This design comes from an exercise in tuning for small area, a short achievable clock period and few clock cycles per item on the open sky130 flow, not from production work. In this exercise RTL edits were held to simulation tests only and were not proved equivalent to the original. Power figures rest on the tool's default switching activity, not on a simulated workload.

==> inputs of cedar <==
// frame_codec
module frame_codec (
    input  wire        clk,
    input  wire        rst,
    input  wire        bus_valid,
    input  wire        bus_we,
    input  wire [7:0]  bus_addr,
    input  wire [31:0] bus_wdata,
    output wire        bus_ready,
    output reg  [31:0] bus_rdata
);
export LEC_CHECK = 0
export ABC_AREA = 1
export CAP_MARGIN = 40
export CORE_MARGIN = 2
export CORE_UTILIZATION = 50
export PLACE_DENSITY = 0.6
export SLEW_MARGIN = 50
create_clock -name core_clock -period 60.0 [get_ports {clk}]
standard.sh (not shown) runs the stock make flow with config.mk's settings and CLKGATE_MAP_FILE= SYNTH_SCRIPT=/design/flow/synth_recipe.tcl, a recipe that flattens the netlist after the stock synthesis.
==> flow/flow/run.sh <==
#!/bin/bash
set -euo pipefail
export BUFFER_PORTS_ARGS="-buffer_cell sky130_fd_sc_hd__buf_2"
export CTS_ARGS="-sink_clustering_enable -repair_clock_nets -buf_list sky130_fd_sc_hd__clkbuf_8 -sink_clustering_size 12 -sink_clustering_max_diameter 100 -dont_use_dummy_load"
export SETUP_SLACK_MARGIN=34.5
export TNS_END_PERCENT=5
bash standard.sh > flow.log 2>&1
==> indigo: changes against cedar <==
--- a/flow/design.v
+++ b/flow/design.v
@@ -193,71 +193,64 @@
     input  wire [7:0]  bus_addr,
     input  wire [31:0] bus_wdata,
     output wire        bus_ready,
     output reg  [31:0] bus_rdata
 );
     localparam [3:0] OP_SCALE = 4'h1, OP_DESCALE = 4'h2, OP_ENC_STREAM = 4'h3,
                      OP_ENC_MODE = 4'h4, OP_ENC_REGW = 4'h5, OP_ENC_PING = 4'h6,
                      OP_DEC_STREAM = 4'h7, OP_DEC_DISC = 4'h8;
-    localparam [1:0] J_NONE = 2'd0, J_A = 2'd1, J_B = 2'd2, J_POST = 2'd3;
     reg  [31:0] cmd, opa, opb, opc, pin0, pin1;
     reg  [3:0]  plen;
     reg  [14:0] sam;             
     reg         sas, sao, san;
     reg  [3:0]  sar;             
     reg         sa_ph;           
-    reg  [15:0] sbq;
-    reg         sbs, sbn;
-    reg  [1:0]  job;
+    reg         j_a;             
     reg  [3:0]  kind;
     reg  [31:0] d0, d1;
     reg  [2:0]  fsat, fnan;
     reg         flen8, fname, fhw, done;
     reg  [1:0]  ferr;
     reg         p_f2, p_sc, p_fa, p_fb;
     reg  [2:0]  ds_cnt;      
     wire [5:0] ad = bus_addr[7:2];
     wire a_cmd  = (ad == 6'h00), a_opa  = (ad == 6'h01), a_opb  = (ad == 6'h02),
          a_opc  = (ad == 6'h03), a_pin0 = (ad == 6'h04), a_pin1 = (ad == 6'h05),
          a_plen = (ad == 6'h06), a_res0 = (ad == 6'h08), a_res1 = (ad == 6'h09),
          a_res2 = (ad == 6'h0A), a_pout0 = (ad == 6'h0C),
          a_pout1 = (ad == 6'h0D), a_stat = (ad == 6'h10);
     wire ds_busy  = (ds_cnt != 3'd0);
     wire busy_any = p_f2 | p_sc | p_fa | p_fb | ds_busy;
-    wire hold = bus_we ? ((a_cmd & busy_any) | (a_opa & p_fa) | (a_opb & p_fb))
+    wire hold = bus_we ? ((a_cmd & busy_any) | (a_opa & (p_fa | p_fb)) | (a_opb & p_fb))
                        : ((a_res0 & (p_sc | p_fa | ds_busy)) |
                           (a_res1 & p_fb) |
                           (a_pout0 & (p_fa | p_fb)) |
                           (a_stat & (p_sc | p_f2 | p_fa | p_fb)) |
                           ((a_res2 | a_pout1) & p_f2));
     assign bus_ready = ~hold;
     wire acc_wr = bus_valid & bus_we & ~hold;
-    wire        post_sc = (cmd[3:0] == OP_SCALE);
-    wire        usel_a = (job == J_A) | ((job == J_POST) & post_sc);
-    wire        usel_b = (job == J_B);
-    wire        usel_c = (job == J_POST) & ~post_sc;
-    wire [31:0] u_b = ({32{usel_a}} & opa) | ({32{usel_b}} & opb) | ({32{usel_c}} & opc);
-    wire [1:0]  u_qty = (job == J_A) ? 2'd0 : (job == J_B) ? 2'd1 :
-                        post_sc ? cmd[5:4] : (cmd[8] ? 2'd2 : 2'd3);
+    wire        post    = p_f2 | p_sc;
+    wire        u_vel   = ~post & ~j_a;
+    wire        usel_a  = j_a | p_sc;
+    wire [31:0] u_b = ({32{usel_a}} & opa) | ({32{u_vel}} & opb) | ({32{p_f2}} & opc);
+    wire [1:0]  u_qty = p_sc ? cmd[5:4] : p_f2 ? (cmd[8] ? 2'd2 : 2'd3) : {1'b0, u_vel};
     wire [15:0] uq;
     wire        us, un, u_s, u_povf;
     wire [18:0] u_pt;
     fc_sat16 u_sat (.b(u_b), .qty(u_qty), .q(uq), .sat(us), .nan(un),
                     .s(u_s), .pt(u_pt), .povf(u_povf));
-    wire        j_a = (job == J_A);
     wire [7:0]  d9_q;
     wire [3:0]  d9_r;
     fc_div9_8 u_d9 (.r(j_a ? u_pt[18:15] : sar), .b(j_a ? u_pt[14:7] : {sam[6:0], 1'b0}),
                     .q(d9_q), .rn(d9_r));
     wire [15:0] saq;
     wire        sa_sat;
     fc_pos_q u_pq (.s(sas), .pmag(sam), .povf(sao), .nan(san), .q(saq), .sat(sa_sat));
     wire sa_run = j_a | sa_ph;
-    wire sb_run = (job == J_B);
     wire        di_zero;
     wire [8:0]  di_se;
     wire [6:0]  di_r0;
     wire [23:0] di_nb;
     fc_descale_init u_di (.qin(opa[15:0]), .qty(bus_wdata[5:4]), .zero(di_zero),
                           .se(di_se), .r0(di_r0), .nb(di_nb));
     wire [5:0]  ds_qb;
     wire [6:0]  ds_rn;
@@ -283,125 +276,117 @@
     wire illegal = (op == 4'h0) || (op > OP_DEC_DISC);
     wire rsv     = (w & zmask) != 32'd0;
     wire badlen  = ((op == OP_DEC_STREAM) || (op == OP_DEC_DISC)) && (plen > 4'd8);
     wire [1:0] err = illegal ? 2'd1 : rsv ? 2'd2 : badlen ? 2'd3 : 2'd0;
     wire name_v = (plen >= 4'd4) && (pin0[7:0] == 8'h51);
     wire hw_v   = (plen >= 4'd8);
     wire        f0_sa = ~vo & ~raw;
     wire [15:0] f0 = (vo ? 16'h8000 : 16'h0000) | ({16{~vo & raw}} & opa[15:0]) | ({16{~vo & ~raw}} & saq);
-    wire [15:0] f1 = ({16{raw}} & opb[15:0]) | ({16{~raw}} & sbq);
+    wire [15:0] f1 = ({16{raw}} & opb[15:0]) | ({16{~raw}} & uq);
     wire cmd_wr = acc_wr & a_cmd;
     always @(posedge clk) begin
         if (rst) begin
             plen <= 4'd0;
-            job <= J_NONE;
+            j_a <= 1'b0;
             kind <= 4'd0;
             fsat <= 3'd0; fnan <= 3'd0; flen8 <= 1'b0; fname <= 1'b0; fhw <= 1'b0;
             ferr <= 2'd0; done <= 1'b0;
             p_f2 <= 1'b0; p_sc <= 1'b0; p_fa <= 1'b0; p_fb <= 1'b0; ds_cnt <= 3'd0;
         end else begin
             if (p_f2) begin fsat[2] <= us; fnan[2] <= un; end
             if (p_sc) begin fsat[0] <= us; fnan[0] <= un; end
             if (p_fa & ~sa_run) begin fsat[0] <= sa_sat; fnan[0] <= san; end
-            if (p_fb) begin fsat[1] <= sbs; fnan[1] <= sbn; end
+            if (p_fb & u_vel) begin fsat[1] <= us; fnan[1] <= un; end
             p_f2 <= 1'b0;
             p_sc <= 1'b0;
             p_fa <= p_fa & sa_run;
-            p_fb <= 1'b0;
+            p_fb <= p_fb & ~u_vel;
             if (ds_busy) ds_cnt <= ds_cnt - 3'd1;
-            job <= J_NONE;
-            if (acc_wr) begin
-                case (ad)
-                    6'h01: job <= J_A;
-                    6'h02: job <= J_B;
-                    6'h06: plen <= w[3:0];
-                    default: ;
-                endcase
-            end
+            j_a <= acc_wr & a_opa;
+            if (acc_wr & a_plen) plen <= w[3:0];
             if (cmd_wr) begin
                 done <= 1'b1;
                 ferr <= err;
                 fsat <= 3'd0; fnan <= 3'd0; flen8 <= 1'b0; fname <= 1'b0; fhw <= 1'b0;
                 if (err == 2'd0) begin
                     kind <= op;
                     case (op)
                         OP_SCALE: begin
                             if (qty == 2'd0) begin
                                 fsat[0] <= sa_sat; fnan[0] <= san; p_fa <= sa_run;
                             end else begin
-                                job <= J_POST; p_sc <= 1'b1;
+                                p_sc <= 1'b1;
                             end
                         end
                         OP_DESCALE: begin
                             if (!di_zero) ds_cnt <= 3'd4;
                         end
                         OP_ENC_STREAM: begin
                             fsat[0] <= f0_sa & sa_sat; fnan[0] <= f0_sa & san;
-                            fsat[1] <= ~raw & sbs;  fnan[1] <= ~raw & sbn;
+                            fsat[1] <= ~raw & us;  fnan[1] <= ~raw & un;
                             p_fa <= f0_sa & sa_run;
-                            p_fb <= ~raw & sb_run;
-                            if (!raw) begin job <= J_POST; p_f2 <= 1'b1; end
+                            p_fb <= ~raw & ~u_vel;
+                            p_f2 <= ~raw;
                         end
                         OP_DEC_STREAM: flen8 <= (plen == 4'd8);
                         OP_DEC_DISC: begin fname <= name_v; fhw <= hw_v; end
                         default: ;
                     endcase
                 end
             end
         end
     end
     wire [31:0] wz  = w & {32{~rst}};
-    wire [17:0] uz  = {us, un, uq} & {18{~rst}};
     always @(posedge clk) begin
         if (rst | (acc_wr & a_cmd)) cmd  <= wz;
         if (rst | (acc_wr & a_opa)) opa  <= wz;
         if (rst | (acc_wr & a_opb)) opb  <= wz;
         if (rst | (acc_wr & a_opc)) opc  <= wz;
         if (rst | (acc_wr & a_pin0)) pin0 <= wz;
         if (rst | (acc_wr & a_pin1)) pin1 <= wz;
         if (rst | j_a) {sas, sao, san, sam} <= {u_s, u_povf, un, d9_q, u_pt[6:0]} & {18{~rst}};
         else if (sa_ph) sam[6:0] <= d9_q[7:1];
         if (j_a) sar <= d9_r;
         sa_ph <= ~rst & j_a;
-        if (rst | (job == J_B)) {sbs, sbn, sbq} <= uz;
     end
     wire c_ok  = cmd_wr & (err == 2'd0);
     wire w_sc  = c_ok & (op == OP_SCALE);
     wire w_ds  = c_ok & (op == OP_DESCALE);
     wire w_st  = c_ok & (op == OP_ENC_STREAM);
     wire w_md  = c_ok & (op == OP_ENC_MODE);
     wire w_rw  = c_ok & (op == OP_ENC_REGW);
     wire w_pg  = c_ok & (op == OP_ENC_PING);
     wire w_dec = c_ok & ((op == OP_DEC_STREAM) | (op == OP_DEC_DISC & name_v));
     wire w_dc  = c_ok & (op == OP_DEC_DISC);
     wire w_dc1 = c_ok & ((op == OP_DEC_STREAM) | (op == OP_DEC_DISC & hw_v));
     wire w_fa  = p_fa & ~sa_run;
+    wire w_fb  = p_fb & u_vel;
     wire w_q4  = (ds_cnt == 3'd4), w_q3 = (ds_cnt == 3'd3), w_q2 = (ds_cnt == 3'd2),
          w_q1  = (ds_cnt == 3'd1);
     wire w_enc = w_md | w_rw | w_pg;
     wire [31:0] d0_nx =
         ({32{w_sc | w_fa}} & {16'd0, saq}) |
         ({32{p_sc}} & {16'd0, uq}) |
-        ({32{p_fb}} & {sbq, 16'd0}) |
+        ({32{w_fb}} & {uq, 16'd0}) |
         ({32{w_ds & ~di_zero}} & {di_se, 23'd0}) |
         ({32{w_st}} & {f1, f0}) |
         ({32{w_md}} & {8'h50, imm, 16'h0001}) |
         ({32{w_rw}} & {opa[15:0], imm, 8'h0D}) |
         ({32{w_pg}} & 32'h50500011) |
         ({32{w_dec & (op == OP_DEC_STREAM)}} & pin0) |
         ({32{w_dec & (op == OP_DEC_DISC)}} & {8'h00, pin0[31:8]}) |
         ({32{w_q4}} & {9'd0, ds_qb[4:0], 18'd0}) |
         ({32{w_q3}} & {14'd0, ds_qb, 12'd0}) |
         ({32{w_q2}} & {20'd0, ds_qb, 6'd0}) |
         ({32{w_q1}} & {26'd0, ds_qb});
     wire [31:0] d0_en =
         ({32{w_ds | w_st | w_enc | w_dc | (c_ok & (op == OP_DEC_STREAM))}}) |
         ({32{w_sc | w_fa | p_sc}} & 32'h0000FFFF) |
-        ({32{p_fb}} & 32'hFFFF0000) |
+        ({32{w_fb}} & 32'hFFFF0000) |
         ({32{w_q4}} & 32'h007C0000) | ({32{w_q3}} & 32'h0003F000) |
         ({32{w_q2}} & 32'h00000FC0) | ({32{w_q1}} & 32'h0000003F);
     wire [31:0] d1_nx =
         ({32{w_ds}} & {1'b0, di_r0, di_nb}) |
         ({32{w_st}} & {8'd0, ft ? 8'hAD : 8'h90, opc[15:0]}) |
         ({32{w_md | w_pg}} & {8'd0, mid, 16'h5050}) |
         ({32{w_rw}} & {8'd0, mid, opa[31:16]}) |
         ({32{w_dc1}} & pin1) |
==> flow/flow/run.sh (replaced) <==
#!/bin/bash
set -euo pipefail
export BUFFER_PORTS_ARGS="-buffer_cell sky130_fd_sc_hd__buf_2"
export CTS_ARGS="-sink_clustering_enable -repair_clock_nets -buf_list sky130_fd_sc_hd__clkbuf_8 -sink_clustering_size 10 -sink_clustering_max_diameter 80 -dont_use_dummy_load"
export SETUP_SLACK_MARGIN=34
export TNS_END_PERCENT=5
bash standard.sh > flow.log 2>&1
==> raven: changes against cedar <==
==> flow/flow/run.sh (replaced) <==
#!/bin/bash
set -euo pipefail
export BUFFER_PORTS_ARGS="-buffer_cell sky130_fd_sc_hd__buf_4"
export CTS_ARGS="-sink_clustering_enable -repair_clock_nets -buf_list sky130_fd_sc_hd__clkbuf_8 -sink_clustering_size 12 -sink_clustering_max_diameter 100 -dont_use_dummy_load"
export SETUP_SLACK_MARGIN=34
export TNS_END_PERCENT=5
bash standard.sh > flow.log 2>&1
==> tundra: changes against cedar <==
--- a/flow/design.v
+++ b/flow/design.v
@@ -193,71 +193,64 @@
     input  wire [7:0]  bus_addr,
     input  wire [31:0] bus_wdata,
     output wire        bus_ready,
     output reg  [31:0] bus_rdata
 );
     localparam [3:0] OP_SCALE = 4'h1, OP_DESCALE = 4'h2, OP_ENC_STREAM = 4'h3,
                      OP_ENC_MODE = 4'h4, OP_ENC_REGW = 4'h5, OP_ENC_PING = 4'h6,
                      OP_DEC_STREAM = 4'h7, OP_DEC_DISC = 4'h8;
-    localparam [1:0] J_NONE = 2'd0, J_A = 2'd1, J_B = 2'd2, J_POST = 2'd3;
     reg  [31:0] cmd, opa, opb, opc, pin0, pin1;
     reg  [3:0]  plen;
     reg  [14:0] sam;             
     reg         sas, sao, san;
     reg  [3:0]  sar;             
     reg         sa_ph;           
-    reg  [15:0] sbq;
-    reg         sbs, sbn;
-    reg  [1:0]  job;
+    reg         j_a;             
     reg  [3:0]  kind;
     reg  [31:0] d0, d1;
     reg  [2:0]  fsat, fnan;
     reg         flen8, fname, fhw, done;
     reg  [1:0]  ferr;
     reg         p_f2, p_sc, p_fa, p_fb;
     reg  [2:0]  ds_cnt;      
     wire [5:0] ad = bus_addr[7:2];
     wire a_cmd  = (ad == 6'h00), a_opa  = (ad == 6'h01), a_opb  = (ad == 6'h02),
          a_opc  = (ad == 6'h03), a_pin0 = (ad == 6'h04), a_pin1 = (ad == 6'h05),
          a_plen = (ad == 6'h06), a_res0 = (ad == 6'h08), a_res1 = (ad == 6'h09),
          a_res2 = (ad == 6'h0A), a_pout0 = (ad == 6'h0C),
          a_pout1 = (ad == 6'h0D), a_stat = (ad == 6'h10);
     wire ds_busy  = (ds_cnt != 3'd0);
     wire busy_any = p_f2 | p_sc | p_fa | p_fb | ds_busy;
-    wire hold = bus_we ? ((a_cmd & busy_any) | (a_opa & p_fa) | (a_opb & p_fb))
+    wire hold = bus_we ? ((a_cmd & busy_any) | (a_opa & (p_fa | p_fb)) | (a_opb & p_fb))
                        : ((a_res0 & (p_sc | p_fa | ds_busy)) |
                           (a_res1 & p_fb) |
                           (a_pout0 & (p_fa | p_fb)) |
                           (a_stat & (p_sc | p_f2 | p_fa | p_fb)) |
                           ((a_res2 | a_pout1) & p_f2));
     assign bus_ready = ~hold;
     wire acc_wr = bus_valid & bus_we & ~hold;
-    wire        post_sc = (cmd[3:0] == OP_SCALE);
-    wire        usel_a = (job == J_A) | ((job == J_POST) & post_sc);
-    wire        usel_b = (job == J_B);
-    wire        usel_c = (job == J_POST) & ~post_sc;
-    wire [31:0] u_b = ({32{usel_a}} & opa) | ({32{usel_b}} & opb) | ({32{usel_c}} & opc);
-    wire [1:0]  u_qty = (job == J_A) ? 2'd0 : (job == J_B) ? 2'd1 :
-                        post_sc ? cmd[5:4] : (cmd[8] ? 2'd2 : 2'd3);
+    wire        post    = p_f2 | p_sc;
+    wire        u_vel   = ~post & ~j_a;
+    wire        usel_a  = j_a | p_sc;
+    wire [31:0] u_b = ({32{usel_a}} & opa) | ({32{u_vel}} & opb) | ({32{p_f2}} & opc);
+    wire [1:0]  u_qty = p_sc ? cmd[5:4] : p_f2 ? (cmd[8] ? 2'd2 : 2'd3) : {1'b0, u_vel};
     wire [15:0] uq;
     wire        us, un, u_s, u_povf;
     wire [18:0] u_pt;
     fc_sat16 u_sat (.b(u_b), .qty(u_qty), .q(uq), .sat(us), .nan(un),
                     .s(u_s), .pt(u_pt), .povf(u_povf));
-    wire        j_a = (job == J_A);
     wire [7:0]  d9_q;
     wire [3:0]  d9_r;
     fc_div9_8 u_d9 (.r(j_a ? u_pt[18:15] : sar), .b(j_a ? u_pt[14:7] : {sam[6:0], 1'b0}),
                     .q(d9_q), .rn(d9_r));
     wire [15:0] saq;
     wire        sa_sat;
     fc_pos_q u_pq (.s(sas), .pmag(sam), .povf(sao), .nan(san), .q(saq), .sat(sa_sat));
     wire sa_run = j_a | sa_ph;
-    wire sb_run = (job == J_B);
     wire        di_zero;
     wire [8:0]  di_se;
     wire [6:0]  di_r0;
     wire [23:0] di_nb;
     fc_descale_init u_di (.qin(opa[15:0]), .qty(bus_wdata[5:4]), .zero(di_zero),
                           .se(di_se), .r0(di_r0), .nb(di_nb));
     wire [5:0]  ds_qb;
     wire [6:0]  ds_rn;
@@ -283,125 +276,117 @@
     wire illegal = (op == 4'h0) || (op > OP_DEC_DISC);
     wire rsv     = (w & zmask) != 32'd0;
     wire badlen  = ((op == OP_DEC_STREAM) || (op == OP_DEC_DISC)) && (plen > 4'd8);
     wire [1:0] err = illegal ? 2'd1 : rsv ? 2'd2 : badlen ? 2'd3 : 2'd0;
     wire name_v = (plen >= 4'd4) && (pin0[7:0] == 8'h51);
     wire hw_v   = (plen >= 4'd8);
     wire        f0_sa = ~vo & ~raw;
     wire [15:0] f0 = (vo ? 16'h8000 : 16'h0000) | ({16{~vo & raw}} & opa[15:0]) | ({16{~vo & ~raw}} & saq);
-    wire [15:0] f1 = ({16{raw}} & opb[15:0]) | ({16{~raw}} & sbq);
+    wire [15:0] f1 = ({16{raw}} & opb[15:0]) | ({16{~raw}} & uq);
     wire cmd_wr = acc_wr & a_cmd;
     always @(posedge clk) begin
         if (rst) begin
             plen <= 4'd0;
-            job <= J_NONE;
+            j_a <= 1'b0;
             kind <= 4'd0;
             fsat <= 3'd0; fnan <= 3'd0; flen8 <= 1'b0; fname <= 1'b0; fhw <= 1'b0;
             ferr <= 2'd0; done <= 1'b0;
             p_f2 <= 1'b0; p_sc <= 1'b0; p_fa <= 1'b0; p_fb <= 1'b0; ds_cnt <= 3'd0;
         end else begin
             if (p_f2) begin fsat[2] <= us; fnan[2] <= un; end
             if (p_sc) begin fsat[0] <= us; fnan[0] <= un; end
             if (p_fa & ~sa_run) begin fsat[0] <= sa_sat; fnan[0] <= san; end
-            if (p_fb) begin fsat[1] <= sbs; fnan[1] <= sbn; end
+            if (p_fb & u_vel) begin fsat[1] <= us; fnan[1] <= un; end
             p_f2 <= 1'b0;
             p_sc <= 1'b0;
             p_fa <= p_fa & sa_run;
-            p_fb <= 1'b0;
+            p_fb <= p_fb & ~u_vel;
             if (ds_busy) ds_cnt <= ds_cnt - 3'd1;
-            job <= J_NONE;
-            if (acc_wr) begin
-                case (ad)
-                    6'h01: job <= J_A;
-                    6'h02: job <= J_B;
-                    6'h06: plen <= w[3:0];
-                    default: ;
-                endcase
-            end
+            j_a <= acc_wr & a_opa;
+            if (acc_wr & a_plen) plen <= w[3:0];
             if (cmd_wr) begin
                 done <= 1'b1;
                 ferr <= err;
                 fsat <= 3'd0; fnan <= 3'd0; flen8 <= 1'b0; fname <= 1'b0; fhw <= 1'b0;
                 if (err == 2'd0) begin
                     kind <= op;
                     case (op)
                         OP_SCALE: begin
                             if (qty == 2'd0) begin
                                 fsat[0] <= sa_sat; fnan[0] <= san; p_fa <= sa_run;
                             end else begin
-                                job <= J_POST; p_sc <= 1'b1;
+                                p_sc <= 1'b1;
                             end
                         end
                         OP_DESCALE: begin
                             if (!di_zero) ds_cnt <= 3'd4;
                         end
                         OP_ENC_STREAM: begin
                             fsat[0] <= f0_sa & sa_sat; fnan[0] <= f0_sa & san;
-                            fsat[1] <= ~raw & sbs;  fnan[1] <= ~raw & sbn;
+                            fsat[1] <= ~raw & us;  fnan[1] <= ~raw & un;
                             p_fa <= f0_sa & sa_run;
-                            p_fb <= ~raw & sb_run;
-                            if (!raw) begin job <= J_POST; p_f2 <= 1'b1; end
+                            p_fb <= ~raw & ~u_vel;
+                            p_f2 <= ~raw;
                         end
                         OP_DEC_STREAM: flen8 <= (plen == 4'd8);
                         OP_DEC_DISC: begin fname <= name_v; fhw <= hw_v; end
                         default: ;
                     endcase
                 end
             end
         end
     end
     wire [31:0] wz  = w & {32{~rst}};
-    wire [17:0] uz  = {us, un, uq} & {18{~rst}};
     always @(posedge clk) begin
         if (rst | (acc_wr & a_cmd)) cmd  <= wz;
         if (rst | (acc_wr & a_opa)) opa  <= wz;
         if (rst | (acc_wr & a_opb)) opb  <= wz;
         if (rst | (acc_wr & a_opc)) opc  <= wz;
         if (rst | (acc_wr & a_pin0)) pin0 <= wz;
         if (rst | (acc_wr & a_pin1)) pin1 <= wz;
         if (rst | j_a) {sas, sao, san, sam} <= {u_s, u_povf, un, d9_q, u_pt[6:0]} & {18{~rst}};
         else if (sa_ph) sam[6:0] <= d9_q[7:1];
         if (j_a) sar <= d9_r;
         sa_ph <= ~rst & j_a;
-        if (rst | (job == J_B)) {sbs, sbn, sbq} <= uz;
     end
     wire c_ok  = cmd_wr & (err == 2'd0);
     wire w_sc  = c_ok & (op == OP_SCALE);
     wire w_ds  = c_ok & (op == OP_DESCALE);
     wire w_st  = c_ok & (op == OP_ENC_STREAM);
     wire w_md  = c_ok & (op == OP_ENC_MODE);
     wire w_rw  = c_ok & (op == OP_ENC_REGW);
     wire w_pg  = c_ok & (op == OP_ENC_PING);
     wire w_dec = c_ok & ((op == OP_DEC_STREAM) | (op == OP_DEC_DISC & name_v));
     wire w_dc  = c_ok & (op == OP_DEC_DISC);
     wire w_dc1 = c_ok & ((op == OP_DEC_STREAM) | (op == OP_DEC_DISC & hw_v));
     wire w_fa  = p_fa & ~sa_run;
+    wire w_fb  = p_fb & u_vel;
     wire w_q4  = (ds_cnt == 3'd4), w_q3 = (ds_cnt == 3'd3), w_q2 = (ds_cnt == 3'd2),
          w_q1  = (ds_cnt == 3'd1);
     wire w_enc = w_md | w_rw | w_pg;
     wire [31:0] d0_nx =
         ({32{w_sc | w_fa}} & {16'd0, saq}) |
         ({32{p_sc}} & {16'd0, uq}) |
-        ({32{p_fb}} & {sbq, 16'd0}) |
+        ({32{w_fb}} & {uq, 16'd0}) |
         ({32{w_ds & ~di_zero}} & {di_se, 23'd0}) |
         ({32{w_st}} & {f1, f0}) |
         ({32{w_md}} & {8'h50, imm, 16'h0001}) |
         ({32{w_rw}} & {opa[15:0], imm, 8'h0D}) |
         ({32{w_pg}} & 32'h50500011) |
         ({32{w_dec & (op == OP_DEC_STREAM)}} & pin0) |
         ({32{w_dec & (op == OP_DEC_DISC)}} & {8'h00, pin0[31:8]}) |
         ({32{w_q4}} & {9'd0, ds_qb[4:0], 18'd0}) |
         ({32{w_q3}} & {14'd0, ds_qb, 12'd0}) |
         ({32{w_q2}} & {20'd0, ds_qb, 6'd0}) |
         ({32{w_q1}} & {26'd0, ds_qb});
     wire [31:0] d0_en =
         ({32{w_ds | w_st | w_enc | w_dc | (c_ok & (op == OP_DEC_STREAM))}}) |
         ({32{w_sc | w_fa | p_sc}} & 32'h0000FFFF) |
-        ({32{p_fb}} & 32'hFFFF0000) |
+        ({32{w_fb}} & 32'hFFFF0000) |
         ({32{w_q4}} & 32'h007C0000) | ({32{w_q3}} & 32'h0003F000) |
         ({32{w_q2}} & 32'h00000FC0) | ({32{w_q1}} & 32'h0000003F);
     wire [31:0] d1_nx =
         ({32{w_ds}} & {1'b0, di_r0, di_nb}) |
         ({32{w_st}} & {8'd0, ft ? 8'hAD : 8'h90, opc[15:0]}) |
         ({32{w_md | w_pg}} & {8'd0, mid, 16'h5050}) |
         ({32{w_rw}} & {8'd0, mid, opa[31:16]}) |
         ({32{w_dc1}} & pin1) |
==> flow/flow/run.sh (replaced) <==
#!/bin/bash
set -euo pipefail
export BUFFER_PORTS_ARGS="-buffer_cell sky130_fd_sc_hd__buf_2"
export CTS_ARGS="-sink_clustering_enable -repair_clock_nets -buf_list sky130_fd_sc_hd__clkbuf_4 -sink_clustering_size 8 -sink_clustering_max_diameter 60 -dont_use_dummy_load"
export SETUP_SLACK_MARGIN=34
export TNS_END_PERCENT=5
bash standard.sh > flow.log 2>&1
CAP_MARGIN = 20   (was 40)
SLEW_MARGIN = 20   (was 50)
==> comparison table <==
| quantity | indigo | tundra | raven | cedar |
|---|---|---|---|---|
| Run status | finished clean | finished clean | finished clean | finished clean |
| # placed instances | 3,674 | 3,673 | 3,734 | 3,733 |
| Flop2flop setup slack | 39,010 ps | 38,490 ps | 39,520 ps | 39,340 ps |
| Worst hold endpoint | ferr[1] | fhw | done | done |
| Final weighted congestion in routability-driven placement | 1.04 | 1.04 | 1.05 | 1.08 |
| XOR/XNOR share of the synthesized area | 0.0236 | 0.0236 | 0.0233 | 0.0233 |
| Period utilisation layout | 0.436 | 0.435 | 0.436 | 0.432 |
| Register area share after synthesis | 0.369 | 0.369 | 0.383 | 0.383 |
| Reg-to-Reg Start | j_a | j_a | job[0] | job[0] |
| Simple-gate area share of the yosys netlist | 0.209 | 0.209 | 0.194 | 0.194 |
| Register area | 0.00893 mm2 | 0.00893 mm2 | 0.00949 mm2 | 0.00949 mm2 |
| Global Route met1 Usage | 0.602 | 0.604 | 0.597 | 0.619 |
| Clock tree cell share of total cell area | 0.0194 | 0.0136 | 0.0157 | 0.0154 |
| Sw Share | 0.502 | 0.510 | 0.498 | 0.497 |
| Number of fill cells | 4,537 | 4,528 | 4,546 | 4,563 |
| Number of multi-input logic gates | 2,143 | 2,143 | 2,124 | 2,124 |
| Tap cell instance count | 615 | 615 | 664 | 664 |
| Total combinational power | 587 uW | 586 uW | 578 uW | 574 uW |
| Endpoint arrival time on the critical path | 14,150 ps | 14,090 ps | 14,180 ps | 13,910 ps |
| Post-route minimum period | 26,150 ps | 26,090 ps | 26,180 ps | 25,910 ps |
| Startpoint of the worst hold path | ferr[1] | fhw | done | done |
Testbench counts of cedar, summed over its fixed seeds: cycles 34,309, commands 4,800.
Testbench counts of indigo, summed over its fixed seeds: cycles 34,309, commands 4,800.
Testbench counts of raven, summed over its fixed seeds: cycles 34,309, commands 4,800.
Testbench counts of tundra, summed over its fixed seeds: cycles 34,309, commands 4,800.

## afterwards: timing with drivers on the ports
Ports are ideal in the flow. The routed layouts listed here were re-timed in OpenROAD.
Step 1 (the two cells are an assumption about what drives the block):
set clk [get_ports {clk}]
set_driving_cell -lib_cell sky130_fd_sc_hd__clkbuf_16 $clk
set_driving_cell -lib_cell sky130_fd_sc_hd__buf_2 [delete_from_list [all_inputs] $clk]
Step 2 moves the port delays by t, midway between the first and last clock arrival at a register: inputs arrive t later, outputs are due t later. That takes back most of the time a late clock gives input paths.
Slacks: no drivers / after step 1 / after step 2; pairs: no drivers / after step 1.
run | shift t [ns] | slack for setup (ns) | worst data-port slew with drivers (ns) | cell pins on the clock port's net
cedar | 0.713 | 34.089 / 34.053 / 34.053 | 0.05 | 1
indigo | 0.673 | 33.847 / 33.828 / 33.828 | 0.03 | 1
raven | 0.716 | 33.823 / 33.797 / 33.797 | 0.06 | 1
tundra | 0.844 | 33.909 / 33.890 / 33.890 | 0.03 | 1
After both steps setup and hold are still met in every run listed. The setup slack of cedar, which loses most, moves by -0.036 ns with the drivers and by -0.036 ns with both steps.
